Background: an optimization exercise with open tools, aiming at small area, a short achievable clock period and few clock cycles. Do not read the settings as production practice. RTL that was checked went through simulation tests only; none was proved equivalent to the original.

## enigma_core
module enigma_core (
    input  wire       clk,
    input  wire       rst,
    input  wire       cfg_we,
    input  wire [2:0] cfg_sel,
    input  wire [4:0] cfg_idx,
    input  wire [4:0] cfg_data,
    input  wire       in_valid,
    input  wire [7:0] in_data,
    output reg        in_ready,
    output wire       out_valid,
    output wire [7:0] out_data,
    input  wire       out_ready
);
    reg [129:0] rw0, rw1, rw2, refl, plg;
    reg [4:0]   nt0, nt1, nt2;
    reg [4:0]   pos0, pos1, pos2;
    function [4:0] mod26;
        input [5:0] s;
        begin
            mod26 = (s >= 6'd26) ? s - 6'd26 : s[4:0];
        end
    endfunction
    function [4:0] sub26;
        input [4:0] a;
        input [4:0] b;
        begin
            sub26 = (a >= b) ? a - b : a + 5'd26 - b;
        end
    endfunction
    function [4:0] mux32;
        input [159:0] a;
        input [4:0]   i;
        reg [79:0] b;
        reg [39:0] c;
        reg [19:0] d;
        reg [9:0]  e;
        integer k;
        begin
            for (k = 0; k < 16; k = k + 1)
                b[5*k +: 5] = i[0] ? a[10*k+5 +: 5] : a[10*k +: 5];
            for (k = 0; k < 8; k = k + 1)
                c[5*k +: 5] = i[1] ? b[10*k+5 +: 5] : b[10*k +: 5];
            for (k = 0; k < 4; k = k + 1)
                d[5*k +: 5] = i[2] ? c[10*k+5 +: 5] : c[10*k +: 5];
            for (k = 0; k < 2; k = k + 1)
  ...
==> module enigma_core, before the edit <==
module enigma_core (
    input  wire       clk,
    input  wire       rst,
    input  wire       cfg_we,
    input  wire [2:0] cfg_sel,
    input  wire [4:0] cfg_idx,
    input  wire [4:0] cfg_data,
    input  wire       in_valid,
    input  wire [7:0] in_data,
    output reg        in_ready,
    output wire       out_valid,
    output wire [7:0] out_data,
    input  wire       out_ready
);
    reg [129:0] rw0, rw1, rw2, refl, plg;
    reg [4:0]   nt0, nt1, nt2;
    reg [4:0]   pos0, pos1, pos2;
    function [4:0] mod26;
        input [5:0] s;
        begin
            mod26 = (s >= 6'd26) ? s - 6'd26 : s[4:0];
        end
    endfunction
    function [4:0] sub26;
        input [4:0] a;
        input [4:0] b;
        begin
            sub26 = (a >= b) ? a - b : a + 5'd26 - b;
        end
    endfunction
    function [4:0] mux32;
        input [159:0] a;
        input [4:0]   i;
        reg [79:0] b;
        reg [39:0] c;
        reg [19:0] d;
        reg [9:0]  e;
        integer k;
        begin
            for (k = 0; k < 16; k = k + 1)
                b[5*k +: 5] = i[0] ? a[10*k+5 +: 5] : a[10*k +: 5];
            for (k = 0; k < 8; k = k + 1)
                c[5*k +: 5] = i[1] ? b[10*k+5 +: 5] : b[10*k +: 5];
            for (k = 0; k < 4; k = k + 1)
                d[5*k +: 5] = i[2] ? c[10*k+5 +: 5] : c[10*k +: 5];
            for (k = 0; k < 2; k = k + 1)
                e[5*k +: 5] = i[3] ? d[10*k+5 +: 5] : d[10*k +: 5];
            mux32 = i[4] ? e[9:5] : e[4:0];
        end
    endfunction
    function [4:0] rd;
        input [129:0] t;
        input [4:0]   i;
        begin
            rd = mux32({t[129:120], t[129:120], t[129:120], t}, i);
        end
    endfunction
    function [4:0] rd1;
        input [129:0] t;
        input [4:0]   i;
        begin
            rd1 = mux32({t[129:125], t[129:125], t[124:115], t[129:125], t, t[4:0]}, i);
        end
    endfunction
    function [4:0] inv;
        input [129:0] t;
        input [4:0]   v;
        integer k;
        begin
            inv = 5'd0;
            for (k = 1; k < 26; k = k + 1)
                inv = inv | ({5{t[5*k +: 5] == v}} & k[4:0]);
        end
    endfunction
    reg  stall;
    wire adv = ~stall;
    reg       v0;
    reg [4:0] d0;
    wire       cw = cfg_we;
    wire [2:0] cs = cfg_sel;
    wire [4:0] ci = cfg_idx;
    wire [4:0] cd = cfg_data;
    always @(posedge clk) begin
        if (rst)
            v0 <= 1'b0;
        else if (adv)
            v0 <= in_valid & in_ready & ~in_data[7] & in_data[6];
        if (adv)
            d0 <= in_data[4:0];
    end
    wire [4:0] cd_nt = (cd >= 5'd7) ? cd - 5'd7 : cd + 5'd19;
    genvar g;
    generate
        for (g = 0; g < 26; g = g + 1) begin : tbl
            always @(posedge clk) begin
                if (cw && ci == g) begin
                    case (cs)
                        3'd0: rw0[5*g +: 5]  <= cd;
                        3'd1: rw1[5*g +: 5]  <= cd;
                        3'd2: rw2[5*g +: 5]  <= cd;
                        3'd3: refl[5*g +: 5] <= cd;
                        3'd4: plg[5*g +: 5]  <= cd + 5'd1;
                        default: ;
                    endcase
                end
            end
        end
    endgenerate
    always @(posedge clk) begin
        if (cw && cs == 3'd5) begin
            if (ci == 5'd0) nt0 <= cd_nt;
            if (ci == 5'd1) nt1 <= cd_nt;
            if (ci == 5'd2) nt2 <= cd_nt;
        end
    end
    wire let1 = v0 && d0 != 5'd0 && d0 <= 5'd26;
    wire a0 = (pos0 == nt0);
    wire a1 = (pos1 == nt1);
    wire a2 = (pos2 == nt2);
    always @(posedge clk) begin
        if (rst) begin
            pos0 <= 5'd0;
            pos1 <= 5'd0;
            pos2 <= 5'd0;
        end else begin
            if (let1 && adv) begin
                if (a0 | a1) pos0 <= (pos0 == 5'd25) ? 5'd0 : pos0 + 5'd1;
                if (a1 | a2) pos1 <= (pos1 == 5'd25) ? 5'd0 : pos1 + 5'd1;
                pos2 <= (pos2 == 5'd25) ? 5'd0 : pos2 + 5'd1;
            end
            if (cw && cs == 3'd6) begin
                if (ci == 5'd0) pos0 <= cd;
                if (ci == 5'd1) pos1 <= cd;
                if (ci == 5'd2) pos2 <= cd;
            end
        end
    end
    wire [4:0] x1p = rd1(plg, d0);
    wire [4:0] e2  = mod26({1'b0, x1p} + {1'b0, pos2});
    wire [4:0] f2  = rd(rw2, e2);
    reg       v1;
    reg [4:0] f2r;
    always @(posedge clk) begin
        if (rst)
            v1 <= 1'b0;
        else if (adv)
            v1 <= let1;
        if (adv)
            f2r <= f2;
    end
    wire [4:0] e1 = mod26({1'b0, f2r} + {1'b0, pos1});
    wire [4:0] f1 = rd(rw1, e1);
    wire [4:0] e0 = mod26({1'b0, f1} + {1'b0, pos0});
    reg       v2;
    reg [4:0] e0r, p20, p21, p22;
    always @(posedge clk) begin
        if (rst)
            v2 <= 1'b0;
        else if (adv)
            v2 <= v1;
        if (adv) begin
            e0r <= e0;
            p20 <= pos0;
            p21 <= pos1;
            p22 <= pos2;
        end
    end
    wire [4:0] j0 = inv(rw0, rd(refl, rd(rw0, e0r)));
    reg       v3;
    reg [4:0] j3, p30, p31, p32;
    always @(posedge clk) begin
        if (rst)
            v3 <= 1'b0;
        else if (adv)
            v3 <= v2;
        if (adv) begin
            j3  <= j0;
            p30 <= p20;
            p31 <= p21;
            p32 <= p22;
        end
    end
    wire [4:0] i1 = sub26(inv(rw1, sub26(j3, p30)), p31);
    reg       v4;
    reg [4:0] i1r, p42;
    always @(posedge clk) begin
        if (rst)
            v4 <= 1'b0;
        else if (adv)
            v4 <= v3;
        if (adv) begin
            i1r <= i1;
            p42 <= p32;
        end
    end
    wire [4:0] i2 = sub26(inv(rw2, i1r), p42);
    wire [4:0] o1 = rd(plg, i2);         
    reg       qv0, qv1;
    reg [4:0] q0, q1;
    wire      push = v4 & adv;
    assign out_valid = qv0;
    assign out_data  = {3'b011, q0};
    wire stall_n = out_ready ? (qv1 & push) : (qv0 & (qv1 ^ push));
    always @(posedge clk) begin
        if (qv0) begin
            if (out_ready)
                q0 <= qv1 ? q1 : o1;
        end else begin
            q0 <= o1;
        end
        if (push && (out_ready ? qv1 : qv0))
            q1 <= o1;
    end
    always @(posedge clk) begin
        if (rst) begin
            qv0      <= 1'b0;
            qv1      <= 1'b0;
            stall    <= 1'b0;
            in_ready <= 1'b0;
        end else begin
            qv0      <= out_ready ? (qv1 | push) : (qv0 | push);
            qv1      <= stall_n;
            stall    <= stall_n;
            in_ready <= ~stall_n;
        end
    end
endmodule
clock: 30.0 ns
lec_check: 0
cap_margin: 20
core_margin: 2
core_utilization: 40
slew_margin: 20
standard.sh (not shown) runs the stock make flow with config.mk's settings and CLKGATE_MAP_FILE= SYNTH_SCRIPT=/design/flow/synth_recipe.tcl, a recipe that flattens the netlist after the stock synthesis.
==> flow/flow/run.sh <==
#!/bin/bash
# Layout: the standard flow (standard.sh, unchanged synthesis) with these
# settings changed:
#  - the port buffers are buf_2 cells instead of the delay cells that
#    buffer_ports picks by default (same number of buffers, one per port)
#  - repair_timing aims at SETUP_SLACK_MARGIN ns of setup slack, so the
#    resizer keeps working on paths the 30 ns clock leaves slack on
#  - larger clock-tree sink clusters, no dummy loads
# The clock period and constraint.sdc are the design's, unchanged.
set -euo pipefail
bash standard.sh SETUP_SLACK_MARGIN=22.9 \
    "BUFFER_PORTS_ARGS=-buffer_cell sky130_fd_sc_hd__buf_2" \
    "CTS_ARGS=-sink_clustering_enable -repair_clock_nets -sink_clustering_size 24 -sink_clustering_max_diameter 100 -dont_use_dummy_load" \
    finish > standard_flow.log 2>&1
Then changed:
--- a/flow/design.v
+++ b/flow/design.v
@@ -74,21 +74,24 @@
     endfunction
     reg  stall;
     wire adv = ~stall;
     reg       v0;
     reg [4:0] d0;
-    wire       cw = cfg_we;
-    wire [2:0] cs = cfg_sel;
-    wire [4:0] ci = cfg_idx;
-    wire [4:0] cd = cfg_data;
+    reg       cw;
+    reg [2:0] cs;
+    reg [4:0] ci, cd;
     always @(posedge clk) begin
         if (rst)
             v0 <= 1'b0;
         else if (adv)
             v0 <= in_valid & in_ready & ~in_data[7] & in_data[6];
         if (adv)
             d0 <= in_data[4:0];
+        cw <= cfg_we;
+        cs <= cfg_sel;
+        ci <= cfg_idx;
+        cd <= cfg_data;
     end
     wire [4:0] cd_nt = (cd >= 5'd7) ? cd - 5'd7 : cd + 5'd19;
     genvar g;
     generate
         for (g = 0; g < 26; g = g + 1) begin : tbl
Effect: The new run passed the timing, DRC and antenna checks. Sequential cell count is higher by 14. Worst setup slack improved by 7.9 ps. Clock skew is lower by 11 ps. Die area is higher by 0.61%. Routed wire length is lower by 5.8%. Final cell count is lower by 0.97%. Global-route usage is lower by 1.2 points. Critical path depth is unchanged. Core utilization is lower by 2.1 points. Synthesized area is higher by 0.62%. Final area is lower by 3.5%.
Testbench counts after the change, summed over its fixed seeds: cycles 8,376.
The RTL of the first run of this note was laid out without a check of its function.

* * *

## TR
The RTL this note starts from:
==> flow/design.v <==
module enigma_core (
    input  wire       clk,
    input  wire       rst,
    input  wire       cfg_we,
    input  wire [2:0] cfg_sel,
    input  wire [4:0] cfg_idx,
    input  wire [4:0] cfg_data,
    input  wire       in_valid,
    input  wire [7:0] in_data,
    output reg        in_ready,
    output wire       out_valid,
    output wire [7:0] out_data,
    input  wire       out_ready
);
    reg [129:0] rw0, rw1, rw2, refl, plg;
    reg [4:0]   nt0, nt1, nt2;
    reg [4:0]   pos0, pos1, pos2;
    function [4:0] mod26;
        input [5:0] s;
        begin
            mod26 = (s >= 6'd26) ? s - 6'd26 : s[4:0];
        end
    endfunction
    function [4:0] sub26;
        input [4:0] a;
        input [4:0] b;
        begin
            sub26 = (a >= b) ? a - b : a - b - 5'd6;
        end
    endfunction
    function [4:0] mux32;
        input [159:0] a;
        input [4:0]   i;
        reg [79:0] b;
        reg [39:0] c;
        reg [19:0] d;
        reg [9:0]  e;
        integer k;
        begin
            for (k = 0; k < 16; k = k + 1)
                b[5*k +: 5] = i[0] ? a[10*k+5 +: 5] : a[10*k +: 5];
            for (k = 0; k < 8; k = k + 1)
                c[5*k +: 5] = i[1] ? b[10*k+5 +: 5] : b[10*k +: 5];
            for (k = 0; k < 4; k = k + 1)
                d[5*k +: 5] = i[2] ? c[10*k+5 +: 5] : c[10*k +: 5];
            for (k = 0; k < 2; k = k + 1)
                e[5*k +: 5] = i[3] ? d[10*k+5 +: 5] : d[10*k +: 5];
            mux32 = i[4] ? e[9:5] : e[4:0];
        end
    endfunction
    function [4:0] rd;
        input [129:0] t;
        input [4:0]   i;
        begin
            rd = mux32({t[129:120], t[129:120], t[129:120], t}, i);
        end
    endfunction
    function [4:0] rd1;
        input [129:0] t;
        input [4:0]   i;
        begin
            rd1 = mux32({t[129:125], t[129:125], t[124:115], t[129:125], t, t[4:0]}, i);
        end
    endfunction
    function [4:0] inv;
        input [129:0] t;
        input [4:0]   v;
        integer k;
        begin
            inv = 5'd0;
            for (k = 1; k < 26; k = k + 1)
                inv = inv | ({5{t[5*k +: 5] == v}} & k[4:0]);
        end
    endfunction
    reg  stall;
    wire adv = ~stall;
    reg       v0;
    reg [4:0] d0;
    reg       cw;
    reg [2:0] cs;
    reg [4:0] ci, cd;
    always @(posedge clk) begin
        if (rst)
            v0 <= 1'b0;
        else if (adv)
            v0 <= in_valid & in_ready & ~in_data[7] & in_data[6];
        if (adv)
            d0 <= in_data[4:0];
        cw <= cfg_we;
        cs <= cfg_sel;
        ci <= cfg_idx;
        cd <= cfg_data;
    end
    wire [4:0] cd_nt = (cd >= 5'd7) ? cd - 5'd7 : cd + 5'd19;
    genvar g;
    generate
        for (g = 0; g < 26; g = g + 1) begin : tbl
            always @(posedge clk) begin
                if (cw && ci == g) begin
                    case (cs)
                        3'd0: rw0[5*g +: 5]  <= cd;
                        3'd1: rw1[5*g +: 5]  <= cd;
                        3'd2: rw2[5*g +: 5]  <= cd;
                        3'd3: refl[5*g +: 5] <= cd;
                        3'd4: plg[5*g +: 5]  <= cd + 5'd1;
                        default: ;
                    endcase
                end
            end
        end
    endgenerate
    always @(posedge clk) begin
        if (cw && cs == 3'd5) begin
            if (ci == 5'd0) nt0 <= cd_nt;
            if (ci == 5'd1) nt1 <= cd_nt;
            if (ci == 5'd2) nt2 <= cd_nt;
        end
    end
    wire let1 = v0 && d0 != 5'd0 && d0 <= 5'd26;
    wire a0 = (pos0 == nt0);
    wire a1 = (pos1 == nt1);
    wire a2 = (pos2 == nt2);
    always @(posedge clk) begin
        if (rst) begin
            pos0 <= 5'd0;
            pos1 <= 5'd0;
            pos2 <= 5'd0;
        end else begin
            if (let1 && adv) begin
                if (a0 | a1) pos0 <= (pos0 == 5'd25) ? 5'd0 : pos0 + 5'd1;
                if (a1 | a2) pos1 <= (pos1 == 5'd25) ? 5'd0 : pos1 + 5'd1;
                pos2 <= (pos2 == 5'd25) ? 5'd0 : pos2 + 5'd1;
            end
            if (cw && cs == 3'd6) begin
                if (ci == 5'd0) pos0 <= cd;
                if (ci == 5'd1) pos1 <= cd;
                if (ci == 5'd2) pos2 <= cd;
            end
        end
    end
    wire [4:0] x1p = rd1(plg, d0);
    wire [4:0] e2  = mod26({1'b0, x1p} + {1'b0, pos2});
    wire [4:0] f2  = rd(rw2, e2);
    reg       v1;
    reg [4:0] f2r;
    always @(posedge clk) begin
        if (rst)
            v1 <= 1'b0;
        else if (adv)
            v1 <= let1;
        if (adv)
            f2r <= f2;
    end
    wire [4:0] e1 = mod26({1'b0, f2r} + {1'b0, pos1});
    wire [4:0] f1 = rd(rw1, e1);
    wire [4:0] e0 = mod26({1'b0, f1} + {1'b0, pos0});
    reg       v2;
    reg [4:0] e0r, p20, p21;
    always @(posedge clk) begin
        if (rst)
            v2 <= 1'b0;
        else if (adv)
            v2 <= v1;
        if (adv) begin
            e0r <= e0;
            p20 <= pos0;
            p21 <= pos1;
        end
    end
    wire [4:0] j0 = inv(rw0, rd(refl, rd(rw0, e0r)));
    reg       v3;
    reg [4:0] j3, p30, p31;
    always @(posedge clk) begin
        if (rst)
            v3 <= 1'b0;
        else if (adv)
            v3 <= v2;
        if (adv) begin
            j3  <= j0;
            p30 <= p20;
            p31 <= p21;
        end
    end
    wire [4:0] i1 = sub26(inv(rw1, sub26(j3, p30)), p31);
    reg       v4;
    reg [4:0] i1r;
    always @(posedge clk) begin
        if (rst)
            v4 <= 1'b0;
        else if (adv)
            v4 <= v3;
        if (adv) begin
            i1r <= i1;
        end
    end
    reg [4:0] p42;
    always @(posedge clk) begin
        if (rst)
            p42 <= 5'd0;
        else if (cw && cs == 3'd6 && ci == 5'd2)
            p42 <= cd;
        else if (adv && v3)
            p42 <= (p42 == 5'd25) ? 5'd0 : p42 + 5'd1;
    end
    wire [4:0] i2 = sub26(inv(rw2, i1r), p42);
    wire [4:0] o1 = rd(plg, i2);         
    reg       qv0, qv1;
    reg [4:0] q0, q1;
    wire      push = v4 & adv;
    assign out_valid = qv0;
    assign out_data  = {3'b011, q0};
    wire stall_n = out_ready ? (qv1 & push) : (qv0 & (qv1 ^ push));
    always @(posedge clk) begin
        if (qv0) begin
            if (out_ready)
                q0 <= qv1 ? q1 : o1;
        end else begin
            q0 <= o1;
        end
        if (push && (out_ready ? qv1 : qv0))
            q1 <= o1;
    end
    always @(posedge clk) begin
        if (rst) begin
            qv0      <= 1'b0;
            qv1      <= 1'b0;
            stall    <= 1'b0;
            in_ready <= 1'b0;
        end else begin
            qv0      <= out_ready ? (qv1 | push) : (qv0 | push);
            qv1      <= stall_n;
            stall    <= stall_n;
            in_ready <= ~stall_n;
        end
    end
endmodule
==> flow/config.mk <==
export PLATFORM = sky130hd
export DESIGN_NAME = enigma_core
export DESIGN_NICKNAME = enigma_core
export VERILOG_FILES = /design/flow/design.v
export SDC_FILE = /design/flow/constraint.sdc
export NUM_CORES = 4
export LEC_CHECK = 0
export CAP_MARGIN = 20
export CORE_MARGIN = 2
export CORE_UTILIZATION = 40
export SLEW_MARGIN = 20
==> flow/constraint.sdc <==
create_clock -name core_clock -period 30.0 [get_ports {clk}]
set_input_delay 6.0000 -clock core_clock [delete_from_list [all_inputs] [get_ports {clk}]]
set_output_delay 6.0000 -clock core_clock [all_outputs]
set_load 0.01 [all_outputs]
==> flow/flow/run.sh <==
#!/bin/bash
# Layout: the standard flow (standard.sh, unchanged synthesis) with these
# settings changed:
#  - the port buffers are buf_2 cells instead of the delay cells that
#    buffer_ports picks by default (same number of buffers, one per port)
#  - repair_timing aims at SETUP_SLACK_MARGIN ns of setup slack, so the
#    resizer keeps working on paths the 30 ns clock leaves slack on
#  - clock tree: larger sink clusters, no dummy loads
#  - 60% core utilization (a smaller die, shorter wires)
# The clock period and constraint.sdc are the design's, unchanged.
set -euo pipefail
bash standard.sh SETUP_SLACK_MARGIN=22.9 \
    "BUFFER_PORTS_ARGS=-buffer_cell sky130_fd_sc_hd__buf_2" \
    "CTS_ARGS=-sink_clustering_enable -repair_clock_nets -sink_clustering_size 24 -sink_clustering_max_diameter 100 -dont_use_dummy_load" CORE_UTILIZATION=60 \
    finish > standard_flow.log 2>&1
Testbench counts of TR, summed over its fixed seeds: cycles 8,376.
What JK does differently from TR at the input level:
--- a/flow/design.v
+++ b/flow/design.v
@@ -24,9 +24,9 @@
     function [4:0] sub26;
         input [4:0] a;
         input [4:0] b;
         begin
-            sub26 = (a >= b) ? a - b : a - b - 5'd6;
+            sub26 = (a >= b) ? a - b : a + 5'd26 - b;
         end
     endfunction
     function [4:0] mux32;
         input [159:0] a;
## What came out
- Multi-input logic portion of the cell area in JK is 0.41 points above TR.
- Compared to TR, JK has number of ordinary and repair buffers in the finished layout 1 higher.
- The core of JK is less densely filled than that of TR.
- Of JK and TR, the lower share of cell area taken by flip-flops and latches belongs to JK.
- TR has lower final cell area excluding filler cells than JK.
- As far as first-pass GRT wire length is concerned, TR and JK perform about the same.
- Any difference in fraction of the cycle the final worst path needs between TR and JK is small enough to ignore.
- Between JK and TR, it is JK whose multi-input logic area is higher, by 2.4%.
- Cmp JK vs TR: number of well-tap cells placed higher in JK
- Relative to TR, length of the first detailed-routing pass in iterations has increased by 1 in JK.
Testbench counts of JK, summed over its fixed seeds: cycles 8,376.

[re-timing with driven ports]
How much do the figures lean on ideal ports? The routed layouts below were timed once more, with nothing changed but the port constraints.
Step 1 (the two cells are an assumption about what drives the block):
set clk [get_ports {clk}]
set_driving_cell -lib_cell sky130_fd_sc_hd__clkbuf_16 $clk
set_driving_cell -lib_cell sky130_fd_sc_hd__buf_2 [delete_from_list [all_inputs] $clk]
Step 2 times the ports against the registers' clock, not the clock port: input delays grow and output delays shrink by t, the midpoint of the rising clock arrivals with the driver on.
Three values: ideal ports, drivers, drivers and shift; two values: the first two.
run	t, ns	setup WS [ns]	hold slack, ns	clock arrival spread, ns
the first run of note 1	0.660	22.872 / 22.802 / 22.171	0.425 / 0.425 / 0.425	0.053 / 0.054
the second run of note 1	0.645	22.880 / 22.815 / 22.768	0.424 / 0.424 / 0.424	0.044 / 0.045
TR	0.643	22.881 / 22.817 / 22.724	0.431 / 0.431 / 0.431	0.032 / 0.033
JK	0.647	22.875 / 22.811 / 22.858	0.410 / 0.410 / 0.410	0.051 / 0.051
After both steps every run listed still meets setup and hold. For the first run of note 1, which loses most, drivers alone change the setup slack by -0.070 ns; drivers and shift together by -0.701 ns.
